What follows belongs to an exercise in optimizing a design on an open flow for small area, a short achievable clock period and few clock cycles; a production flow would make more cautious choices. Only simulation tests tie the RTL to the original design; equivalence was not proved. Power is estimated from default activity; no workload was simulated.

Setup of main:
==> flow/design.v <==
module dfa_fe (
    input  wire        clk,
    input  wire        rst,           
    input  wire        bus_en,
    input  wire        bus_we,
    input  wire [3:0]  bus_addr,      
    input  wire [31:0] bus_wdata,
    output reg  [31:0] bus_rdata,
    output wire        out_valid,
    input  wire        out_ready,
    output reg  [7:0]  out_data,
    output wire [31:0] out_msg_id,
    output wire [31:0] out_frag_id,
    output wire        out_sof,
    output wire        out_eof
);
    localparam [3:0] A_CMD        = 4'h0,
                     A_STATUS     = 4'h1,
                     A_CFG_N      = 4'h2,
                     A_CFG_P      = 4'h3,
                     A_CFG_C      = 4'h4,
                     A_MSG_ID     = 4'h5,
                     A_ACT_N      = 4'h6,
                     A_ACT_P      = 4'h7,
                     A_ACT_C      = 4'h8,
                     A_CUR_MSG    = 4'h9,
                     A_CUR_FRAG   = 4'hA,
                     A_FRAG_TOTAL = 4'hB;
    localparam [3:0] E_NONE      = 4'h0,
                     E_MSG_COUNT = 4'h1,
                     E_PAY_NEG   = 4'h2,
                     E_CW_NONPOS = 4'h3,
                     E_CW_SMALL  = 4'h4,
                     E_NO_ROOM   = 4'h5,
                     E_NOT_CFG   = 4'h8,
                     E_BAD_ID    = 4'h9,
                     E_ILLEGAL   = 4'hF;
    localparam [1:0] S_HDR = 2'd0,      
                     S_PAY = 2'd1,      
                     S_FTR = 2'd2,      
                     S_PAD = 2'd3;      
    reg [31:0] cfg_n, cfg_p, cfg_c, msg_id;
    reg [30:0] act_n, act_p, act_c;
    reg        act_ok;
    reg [30:0] cur_msg, cur_frag;
    reg        cur_ok;
    reg        single;                
    reg [30:0] pay_left;              
    reg        pay_zero;              
    reg [30:0] blk_left;              
    reg [1:0]  sect;
    reg [2:0]  sidx;                  
    reg        busy, done, cfg_valid, dropped;
    reg [3:0]  err;
    wire [31:0] status_word = {24'd0, err, dropped, cfg_valid, done, busy};
    wire rs_status = (bus_addr == A_STATUS);
    wire rs_cfg_n  = (bus_addr == A_CFG_N);
    wire rs_cfg_p  = (bus_addr == A_CFG_P);
    wire rs_cfg_c  = (bus_addr == A_CFG_C);
    wire rs_msg_id = (bus_addr == A_MSG_ID);
    wire rs_act_n  = (bus_addr == A_ACT_N) && act_ok;
    wire rs_act_p  = (bus_addr == A_ACT_P) && act_ok;
    wire rs_act_c  = (bus_addr == A_ACT_C) && act_ok;
    wire rs_cur_m  = (bus_addr == A_CUR_MSG) && cur_ok;
    wire rs_cur_f  = (bus_addr == A_CUR_FRAG || bus_addr == A_FRAG_TOTAL) && cur_ok;
    always @(*) begin
        bus_rdata = ({32{rs_status}} & status_word)
                  | ({32{rs_cfg_n}}  & cfg_n)
                  | ({32{rs_cfg_p}}  & cfg_p)
                  | ({32{rs_cfg_c}}  & cfg_c)
                  | ({32{rs_msg_id}} & msg_id)
                  | ({32{rs_act_n}}  & {1'b0, act_n})
                  | ({32{rs_act_p}}  & {1'b0, act_p})
                  | ({32{rs_act_c}}  & {1'b0, act_c})
                  | ({32{rs_cur_m}}  & {1'b0, cur_msg})
                  | ({32{rs_cur_f}}  & {1'b0, cur_frag});
    end
    wire        wr       = bus_en && bus_we;
    wire        cmd_wr   = wr && (bus_addr == A_CMD);
    wire [31:0] cmd      = bus_wdata;
    wire        cmd_nz   = (cmd != 32'd0);
    wire        cmd_legal = (cmd[31:4] == 28'd0) && (cmd[3:0] < 4'h4);
    wire        accept   = cmd_wr && cmd_nz && !busy;
    wire signed [31:0] vn = cfg_n;
    wire signed [31:0] vp = cfg_p;
    wire signed [31:0] vc = cfg_c;
    reg  [3:0]  cfg_err;
    always @(*) begin
        if (vn <= 0)                 cfg_err = E_MSG_COUNT;
        else if (vp < 0)             cfg_err = E_PAY_NEG;
        else if (vc <= 0)            cfg_err = E_CW_NONPOS;
        else if (vc < 12)            cfg_err = E_CW_SMALL;
        else if (vc == 12 && vp > 0) cfg_err = E_NO_ROOM;
        else                         cfg_err = E_NONE;
    end
    wire do_config = accept && cmd_legal && cmd[1:0] == 2'd1 && cfg_err == E_NONE;
    wire do_start  = accept && cmd_legal && cmd[1] && cfg_valid &&
                     !(cmd[0] && $signed(msg_id) <= 0);
    wire [31:0] wd = rst ? 32'd0 : bus_wdata;
    always @(posedge clk) begin
        if (rst || (wr && bus_addr == A_CFG_N))  cfg_n  <= wd;
        if (rst || (wr && bus_addr == A_CFG_P))  cfg_p  <= wd;
        if (rst || (wr && bus_addr == A_CFG_C))  cfg_c  <= wd;
        if (rst || (wr && bus_addr == A_MSG_ID)) msg_id <= wd;
    end
    always @(posedge clk) begin
        if (do_config) begin
            act_n <= cfg_n[30:0];
            act_p <= cfg_p[30:0];
            act_c <= cfg_c[30:0];
        end
    end
    wire actp_zero = (act_p == 31'd0);
    wire pay_one  = (pay_left == 31'd1);
    wire blk_hi0  = (blk_left[30:3] == 28'd0);
    wire blk_one  = blk_hi0 && blk_left[2:0] == 3'd1;
    wire blk_five = blk_hi0 && blk_left[2:0] == 3'd5;
    wire frag_one = (cur_frag == 31'd1);
    wire last_msg = single || (cur_msg == act_n);
    wire [1:0] msg_m1  = cur_msg[1:0] - 2'd1;
    wire [1:0] frag_m2 = cur_frag[1:0] - 2'd2;
    always @(*) begin
        case (sect)
            S_HDR:
                if (sidx == 3'd6)      out_data = {6'd0, msg_m1};
                else if (sidx == 3'd7) out_data = frag_one ? 8'hD5 : {6'd0, frag_m2};
                else                   out_data = 8'h07;
            S_PAY: out_data = 8'hFF;
            S_FTR:
                if (pay_zero)           
                    case (sidx[1:0])
                        2'd0: out_data = 8'hAA;
                        2'd1: out_data = 8'hBB;
                        2'd2: out_data = 8'hCC;
                        default: out_data = 8'hDD;
                    endcase
                else                    
                    case (sidx[1:0])
                        2'd0: out_data = 8'h11;
                        2'd1: out_data = 8'h22;
                        2'd2: out_data = 8'h33;
                        default: out_data = 8'h44;
                    endcase
            default: out_data = 8'h00;
        endcase
    end
    assign out_valid   = busy;
    assign out_msg_id  = {1'b0, cur_msg};
    assign out_frag_id = {1'b0, cur_frag};
    assign out_sof     = (sect == S_HDR) && (sidx == 3'd0);
    assign out_eof     = blk_one;
    wire xfer = busy && out_ready;
    wire frame_end = xfer && blk_one;
    wire msg_next  = frame_end && pay_zero && !last_msg;
    wire pay_step  = xfer && (sect == S_PAY);
    wire frag_step = frame_end && !pay_zero;
    always @(posedge clk) begin
        blk_left <= (do_start || frame_end) ? act_c : blk_left - {30'd0, xfer};
        pay_left <= (do_start || msg_next)  ? act_p : pay_left - {30'd0, pay_step};
        cur_frag <= (do_start || msg_next)  ? 31'd1 : cur_frag + {30'd0, frag_step};
        cur_msg  <= do_start ? (cmd[0] ? msg_id[30:0] : 31'd1)
                             : cur_msg + {30'd0, msg_next};
    end
    always @(posedge clk) begin
        if (do_start) begin
            pay_zero <= actp_zero;
            sect     <= S_HDR;
            sidx     <= 3'd0;
            single   <= cmd[0];
        end else if (xfer) begin
            case (sect)
                S_HDR: begin
                    sidx <= sidx + 3'd1;
                    if (sidx == 3'd7) sect <= pay_zero ? S_FTR : S_PAY;
                end
                S_PAY: begin
                    pay_zero <= pay_one;
                    if (pay_one || blk_five) sect <= S_FTR;
                end
                S_FTR: begin
                    sidx <= sidx + 3'd1;
                    if (sidx[1:0] == 2'd3) sect <= S_PAD;
                end
                default: ;
            endcase
            if (blk_one) begin
                sect <= S_HDR;
                sidx <= 3'd0;
                if (pay_zero && !last_msg) pay_zero <= actp_zero;
            end
        end
    end
    always @(posedge clk) begin
        if (rst) begin
            busy      <= 1'b0;
            done      <= 1'b0;
            cfg_valid <= 1'b0;
            dropped   <= 1'b0;
            err       <= E_NONE;
            act_ok    <= 1'b0;
            cur_ok    <= 1'b0;
        end else begin
            if (cmd_wr && cmd_nz) begin
                if (busy) begin
                    dropped <= 1'b1;
                end else begin
                    done    <= 1'b0;
                    err     <= E_NONE;
                    dropped <= 1'b0;
                    if (!cmd_legal) begin
                        err <= E_ILLEGAL;
                    end else begin
                        case (cmd[1:0])
                            2'd1: begin  
                                if (cfg_err != E_NONE) begin
                                    cfg_valid <= 1'b0;
                                    err       <= cfg_err;
                                end else begin
                                    cfg_valid <= 1'b1;
                                    act_ok    <= 1'b1;
                                    done      <= 1'b1;
                                end
                            end
                            2'd2, 2'd3: begin  
                                if (!cfg_valid)
                                    err <= E_NOT_CFG;
                                else if (cmd[0] && $signed(msg_id) <= 0)
                                    err <= E_BAD_ID;
                                else begin
                                    busy   <= 1'b1;
                                    cur_ok <= 1'b1;
                                end
                            end
                            default: ;
                        endcase
                    end
                end
            end
            if (xfer && blk_one && pay_zero && last_msg) begin
                busy <= 1'b0;
                done <= 1'b1;
            end
        end
    end
endmodule
==> flow/config.mk <==
export PLATFORM = sky130hd
export DESIGN_NAME = dfa_fe
export DESIGN_NICKNAME = dfa_fe
export VERILOG_FILES = /design/flow/design.v
export SDC_FILE = /design/flow/constraint.sdc
export NUM_CORES = 4
export LEC_CHECK = 0
export CAP_MARGIN = 20
export CORE_MARGIN = 2
export CORE_UTILIZATION = 40
export SLEW_MARGIN = 20
==> flow/constraint.sdc <==
create_clock -name core_clock -period 11.0 [get_ports {clk}]
set_input_delay 2.2000 -clock core_clock [delete_from_list [all_inputs] [get_ports {clk}]]
set_output_delay 2.2000 -clock core_clock [all_outputs]
set_load 0.01 [all_outputs]
standard.sh (not shown) runs the stock make flow with config.mk's settings and CLKGATE_MAP_FILE= SYNTH_SCRIPT=/design/flow/synth_recipe.tcl, a recipe that flattens the netlist after the stock synthesis.
==> flow/flow/run.sh <==
#!/bin/bash
# Own layout flow: the standard ORFS flow (standard.sh, unchanged synthesis)
# with a few knobs changed:
#  - ports are buffered with the smallest buffer (buf_1) instead of the
#    default pick; timing repair may then resize them,
#  - timing repair may change cell footprints and aims beyond the plain
#    clock period (setup margin),
#  - the clock tree uses clkbuf_8 buffers, larger sink clusters and no
#    dummy loads.
# The make output goes to flow_make.log in the work folder; every ORFS step
# also keeps its own log under orfs/logs.
set -euo pipefail
MARGIN=$(cat "$(dirname "$0")/margin.txt")
bash standard.sh \
  MATCH_CELL_FOOTPRINT=0 \
  SETUP_SLACK_MARGIN=$MARGIN \
  "BUFFER_PORTS_ARGS=-buffer_cell sky130_fd_sc_hd__buf_1" \
  "CTS_ARGS=-sink_clustering_enable -repair_clock_nets -dont_use_dummy_load -buf_list sky130_fd_sc_hd__clkbuf_8 -sink_clustering_size 16 -sink_clustering_max_diameter 50" \
  finish > flow_make.log 2>&1
==> flow/flow/margin.txt <==
4.0
main finished all stages; the layout is clean.
Testbench counts of main, summed over its fixed seeds: cycles 59,163.
#### Input delta (the feature branch over main)
==> flow/flow/margin.txt <==
6.5
Results
- The feature branch ended with every stage complete and zero timing, DRC or antenna violations.
- The feature branch consumes more power than main does.
- | register share of total power | the feature branch vs main | 0.7 points lower |
- Against main, the feature branch comes in 0.012 ns lower on worst-margin pin slew.
- Between main and the feature branch, the clock network fraction of total power is higher for main.
- The feature branch vs. main: final critical-path setup slack went up by 0.46 ns.
- Changes observed in the feature branch relative to main: maximum operating frequency went up 12 MHz; detailed-placement wirelength estimate up 0.34%.

Setup of lane 1:
RTL: the design.v shown in full above, as it stands there.
clock: 11.0 ns
lec_check: 0
cap_margin: 20
core_margin: 2
core_utilization: 40
slew_margin: 20
==> flow/flow/margin.txt <==
7.0
Scripts as last shown in full above: flow/flow/run.sh
Lane 1: all stages complete, timing, DRC and antenna checks passed
Testbench counts of lane 1, summed over its fixed seeds: cycles 59,163.
Setup changes, lane 1 to lane 2
==> flow/flow/margin.txt <==
5.0
## What came out
Compared with lane 1, lane 2 shows a number of diodes added for antenna fixing that is 2 lower. Lane 2 and lane 1 ended up with nearly the same endpoint arrival time on the critical path. Looking at termination of the worst setup path, the bus_rdata[30] result is from lane 1; the bus_rdata[16] one comes from lane 2. Layout buffer count excluding clock buffers of lane 2 falls short of that of lane 1 by more than a quarter. Status: period utilization parity (lane 2, lane 1). Lane 2 vs. lane 1: final standard cell area without fillers went down; final RePlAce weighted congestion went down; overall power of the completed layout went down; count of distinct cell types in the synthesized netlist did not really move.
Inputs modified between lane 2 and lane 3:
Settings: putting PLACE_DENSITY at 0.8 where nothing was set.
==> flow/flow/margin.txt <==
6.0
==> summary.txt <==
Combinational power share (lane 3 over lane 2): increase, 1.2 points
Lane 3 reports a lower clock buffer count than lane 2 does.
Compared with lane 2, in lane 3 setup slack of the critical path after layout now sits higher; wire length has increased.
The following lists how lane 4 was set up differently from lane 3:
Settings: PLACE_DENSITY: 0.8 -> unset; CORE_UTILIZATION: 40 -> 50.
==> flow/flow/margin.txt <==
5.4
--- outcome ---
Going from lane 3 to lane 4, global-route wire length before repair grew slightly. Changes observed in lane 4 relative to lane 3: synthesis-to-finish area growth shows a reduction of 1.5 points; average routed wire per standard cell shows an increase of 0.67 µm.
Input-level comparison between lane 5 and lane 4:
Settings: CORE_UTILIZATION changed from 50 to 40.
==> flow/flow/margin.txt <==
5.8
### Flow results
- Summary: with lane 4 as the reference, total design power in lane 5 moved up slightly.
- Against lane 4, die area in lane 5 rose by more than 10%.
- Looking at clock latency of the later-clocked register in the worst-skew pair across lane 5 and lane 4, the one that comes out lower is lane 4.
- In summary, lane 5 completed successfully, with a layout that passed the timing, DRC and antenna checks.
- Between lane 5 and lane 4, the difference in final RePlAce weighted congestion is negligible.
- Routed via count divided by cell count of lane 5 falls short of that of lane 4 by a few percent.

// dfa_fe: RTL as listed in full above, without the edits since
export LEC_CHECK = 0
export CAP_MARGIN = 20
export CORE_MARGIN = 2
export CORE_UTILIZATION = 40
export SLEW_MARGIN = 20
create_clock -name core_clock -period 11.0 [get_ports {clk}]
==> flow/flow/margin.txt <==
5.4
Scripts as last shown in full above: flow/flow/run.sh
Testbench counts at the start, summed over its fixed seeds: cycles 59,163.
Next try:
==> flow/flow/margin.txt (replaced) <==
5.2
The new run passed the timing, DRC and antenna checks.
Hold slack loses 0.018 ns.
First-iteration DRC count came out lower by 8.8%.
Routed wire length falls by 2.2%.
Critical path depth stays the same.
Non-clock buffer count fell by 9.
Power barely changes.
Cell count goes down by 0.55%.
Worst setup slack is worse by 0.088 ns.
Global-route usage went down by 0.44 points.
Next try:
==> flow/flow/margin.txt (replaced) <==
4.5
Outcome: Final area came out lower by 4.7%. Area after synthesis stays the same. Routed wire length is lower by 2.8%. Non-clock buffer count drops by 38.

## oak
dfa_fe, a different RTL version from the one above (not shown whole).
Size: ~1500 cells after synthesis, roughly 360 flip-flops, ~0.018 mm^2 of cells after synthesis.
clock: 11.0 ns
lec_check: 0
cap_margin: 20
core_margin: 2
core_utilization: 65
place_density: 0.75
slew_margin: 20
==> flow/flow/margin.txt <==
6.5
Scripts as last shown in full above: flow/flow/run.sh
oak: all stages complete, timing, DRC and antenna checks passed
Testbench counts of oak, summed over its fixed seeds: cycles 59,163.
Here is what was changed in the inputs of pine compared with oak.
Settings: CORE_UTILIZATION now 40, was 65; PLACE_DENSITY no longer set, was 0.75.
==> flow/flow/margin.txt <==
6.0
Findings:
Level count of the clock H-tree came out exactly the same in pine and oak.
Share of the clock period used by the worst path after layout up 0.74 points in pine wrt oak
Re final weighted congestion of routability-driven global placement: pine and oak aren't equal, and the higher value belongs to oak.
The area taken by multi-input logic gates in pine is 0.949 times that in oak.
Relative to oak, the post-route cell area measured on pine has decreased by a few percent.
Launching instance or port of the critical path = bus_addr[3]: pine; launching instance or port of the critical path = bus_addr[0]: oak
Changes observed in pine relative to oak: minimum clock period after layout rose 0.081 ns; die area rose 0.017 mm^2.
Here is what was changed in the inputs of birch compared with pine.
==> flow/flow/margin.txt <==
6.5
Results
- Post-detailed-routing wire length delta (birch − pine): unfavourable
- Multi-input combinational area share of pine is on par with birch.
- Against pine, birch comes in about 1.2% higher on final area.
- Average wire per standard cell (birch vs. pine) increases slightly
- Between birch and pine, smallest setup slack after layout is higher for birch, pine comes in under that.
For maple, these inputs were changed with respect to birch:
==> flow/flow/run.sh <==
#!/bin/bash
# Own layout flow: the standard ORFS flow (standard.sh) with a few knobs
# changed:
#  - ports are buffered with the smallest buffer (buf_1) instead of the
#    default pick; timing repair may then resize them,
#  - timing repair may change cell footprints and aims beyond the plain
#    clock period (setup margin),
#  - the clock tree uses clkbuf_8 buffers, larger sink clusters and no
#    dummy loads,
#  - besides the platform's don't-use cells (dont_use.txt repeats them), the
#    slow wide and-or-invert cells with three-high stacks (a222oi, o2111ai,
#    a2111oi) are not used, so the register read multiplexer maps to faster
#    two-level logic. Registers are unaffected.
# The make output goes to flow_make.log in the work folder; every ORFS step
# also keeps its own log under orfs/logs.
set -euo pipefail
HERE="$(dirname "$0")"
MARGIN=$(cat "$HERE/margin.txt")
DONT_USE=$(cat "$HERE/dont_use.txt")
bash standard.sh \
  "DONT_USE_CELLS=$DONT_USE" \
  MATCH_CELL_FOOTPRINT=0 \
  SETUP_SLACK_MARGIN=$MARGIN \
  "BUFFER_PORTS_ARGS=-buffer_cell sky130_fd_sc_hd__buf_1" \
  "CTS_ARGS=-sink_clustering_enable -repair_clock_nets -dont_use_dummy_load -buf_list sky130_fd_sc_hd__clkbuf_8 -sink_clustering_size 16 -sink_clustering_max_diameter 50" \
  finish > flow_make.log 2>&1
==> flow/flow/dont_use.txt (new file) <==
sky130_fd_sc_hd__probe_p_8 sky130_fd_sc_hd__probec_p_8 sky130_fd_sc_hd__lpflow_bleeder_1 sky130_fd_sc_hd__lpflow_clkbufkapwr_1 sky130_fd_sc_hd__lpflow_clkbufkapwr_16 sky130_fd_sc_hd__lpflow_clkbufkapwr_2 sky130_fd_sc_hd__lpflow_clkbufkapwr_4 sky130_fd_sc_hd__lpflow_clkbufkapwr_8 sky130_fd_sc_hd__lpflow_clkinvkapwr_1 sky130_fd_sc_hd__lpflow_clkinvkapwr_16 sky130_fd_sc_hd__lpflow_clkinvkapwr_2 sky130_fd_sc_hd__lpflow_clkinvkapwr_4 sky130_fd_sc_hd__lpflow_clkinvkapwr_8 sky130_fd_sc_hd__lpflow_decapkapwr_12 sky130_fd_sc_hd__lpflow_decapkapwr_3 sky130_fd_sc_hd__lpflow_decapkapwr_4 sky130_fd_sc_hd__lpflow_decapkapwr_6 sky130_fd_sc_hd__lpflow_decapkapwr_8 sky130_fd_sc_hd__lpflow_inputiso0n_1 sky130_fd_sc_hd__lpflow_inputiso0p_1 sky130_fd_sc_hd__lpflow_inputiso1n_1 sky130_fd_sc_hd__lpflow_inputiso1p_1 sky130_fd_sc_hd__lpflow_inputisolatch_1 sky130_fd_sc_hd__lpflow_isobufsrc_1 sky130_fd_sc_hd__lpflow_isobufsrc_16 sky130_fd_sc_hd__lpflow_isobufsrc_2 sky130_fd_sc_hd__lpflow_isobufsrc_4 sky130_fd_sc_hd__lpflow_isobufsrc_8 sky130_fd_sc_hd__lpflow_isobufsrckapwr_16 sky130_fd_sc_hd__lpflow_lsbuf_lh_hl_isowell_tap_1 sky130_fd_sc_hd__lpflow_lsbuf_lh_hl_isowell_tap_2 sky130_fd_sc_hd__lpflow_lsbuf_lh_hl_isowell_tap_4 sky130_fd_sc_hd__lpflow_lsbuf_lh_isowell_4 sky130_fd_sc_hd__lpflow_lsbuf_lh_isowell_tap_1 sky130_fd_sc_hd__lpflow_lsbuf_lh_isowell_tap_2 sky130_fd_sc_hd__lpflow_lsbuf_lh_isowell_tap_4 sky130_fd_sc_hd__a222oi_1 sky130_fd_sc_hd__o2111ai_1 sky130_fd_sc_hd__o2111ai_2 sky130_fd_sc_hd__o2111ai_4 sky130_fd_sc_hd__a2111oi_0 sky130_fd_sc_hd__a2111oi_1 sky130_fd_sc_hd__a2111oi_2 sky130_fd_sc_hd__a2111oi_4
## What came out
Comparing birch and maple, the lower register share of the cell area is on maple. Post-layout instance area was lower in the run labelled birch. Sort birch and maple by clock network power consumption, ascending, and birch comes first. NOTE number of non-clock buffers birch->maple increased by a few percent. The multiplexer share of the synthesized area on maple is in line with that on birch. Diff birch -> maple | total power of the final layout | increase of 0.64%. Comparing ratio of final minimum period to clock period for birch and maple, the smaller number came from birch. Minimum period implied by the final worst setup slack on maple is up relative to birch. The run showing the greater data arrival time of the critical path is maple.

what the ideal ports hide:
In the flow no input, the clock included, has a driving cell. The finished layouts below were timed again as built, in two steps.
Step 1 assumes that a clkbuf_16 drives the clock port and a buf_2 every other input.
Step 2 moves the port delays by t, midway between the first and last clock arrival at a register: inputs arrive t later, outputs are due t later. That takes back most of the time a late clock gives input paths.
Slacks: no drivers / after step 1 / after step 2; pairs: no drivers / after step 1.
| run | shift t [ns] | setup slack, ns | worst setup path at the end | worst slew at a driven data input, ns | pins driven straight from the clock port |
|---|---|---|---|---|---|
| main | 0.613 | 4.579 / 4.547 / 4.547 | input to output | 0.04 | 1 |
| the feature branch | 0.611 | 5.038 / 4.980 / 4.980 | input to output | 0.06 | 1 |
| lane 1 | 0.627 | 4.979 / 4.921 / 4.921 | input to output | 0.07 | 1 |
| lane 2 | 0.613 | 4.969 / 4.936 / 4.641 | input to register | 0.05 | 1 |
| lane 3 | 0.613 | 4.985 / 4.906 / 4.906 | input to output | 0.09 | 1 |
| lane 4 | 0.597 | 5.057 / 4.992 / 4.992 | input to output | 0.09 | 1 |
| lane 5 | 0.623 | 4.843 / 4.785 / 4.785 | input to output | 0.08 | 1 |
| the first run of note 3 | 0.623 | 5.033 / 4.984 / 4.964 | input to register | 0.10 | 1 |
| the second run of note 3 | 0.635 | 4.946 / 4.898 / 4.898 | input to output | 0.06 | 1 |
| the third run of note 3 | 0.613 | 4.694 / 4.666 / 4.525 | input to register | 0.05 | 1 |
| oak | 0.596 | 4.908 / 4.865 / 4.865 | input to output | 0.06 | 1 |
| pine | 0.629 | 4.827 / 4.773 / 4.773 | input to output | 0.07 | 1 |
| birch | 0.650 | 5.153 / 5.096 / 5.096 | input to output | 0.10 | 1 |
| maple | 0.668 | 5.127 / 5.081 / 5.081 | input to output | 0.06 | 1 |
After both steps setup and hold are still met in every run listed. For lane 2, which loses most, drivers alone change the setup slack by -0.033 ns; drivers and shift together by -0.328 ns.
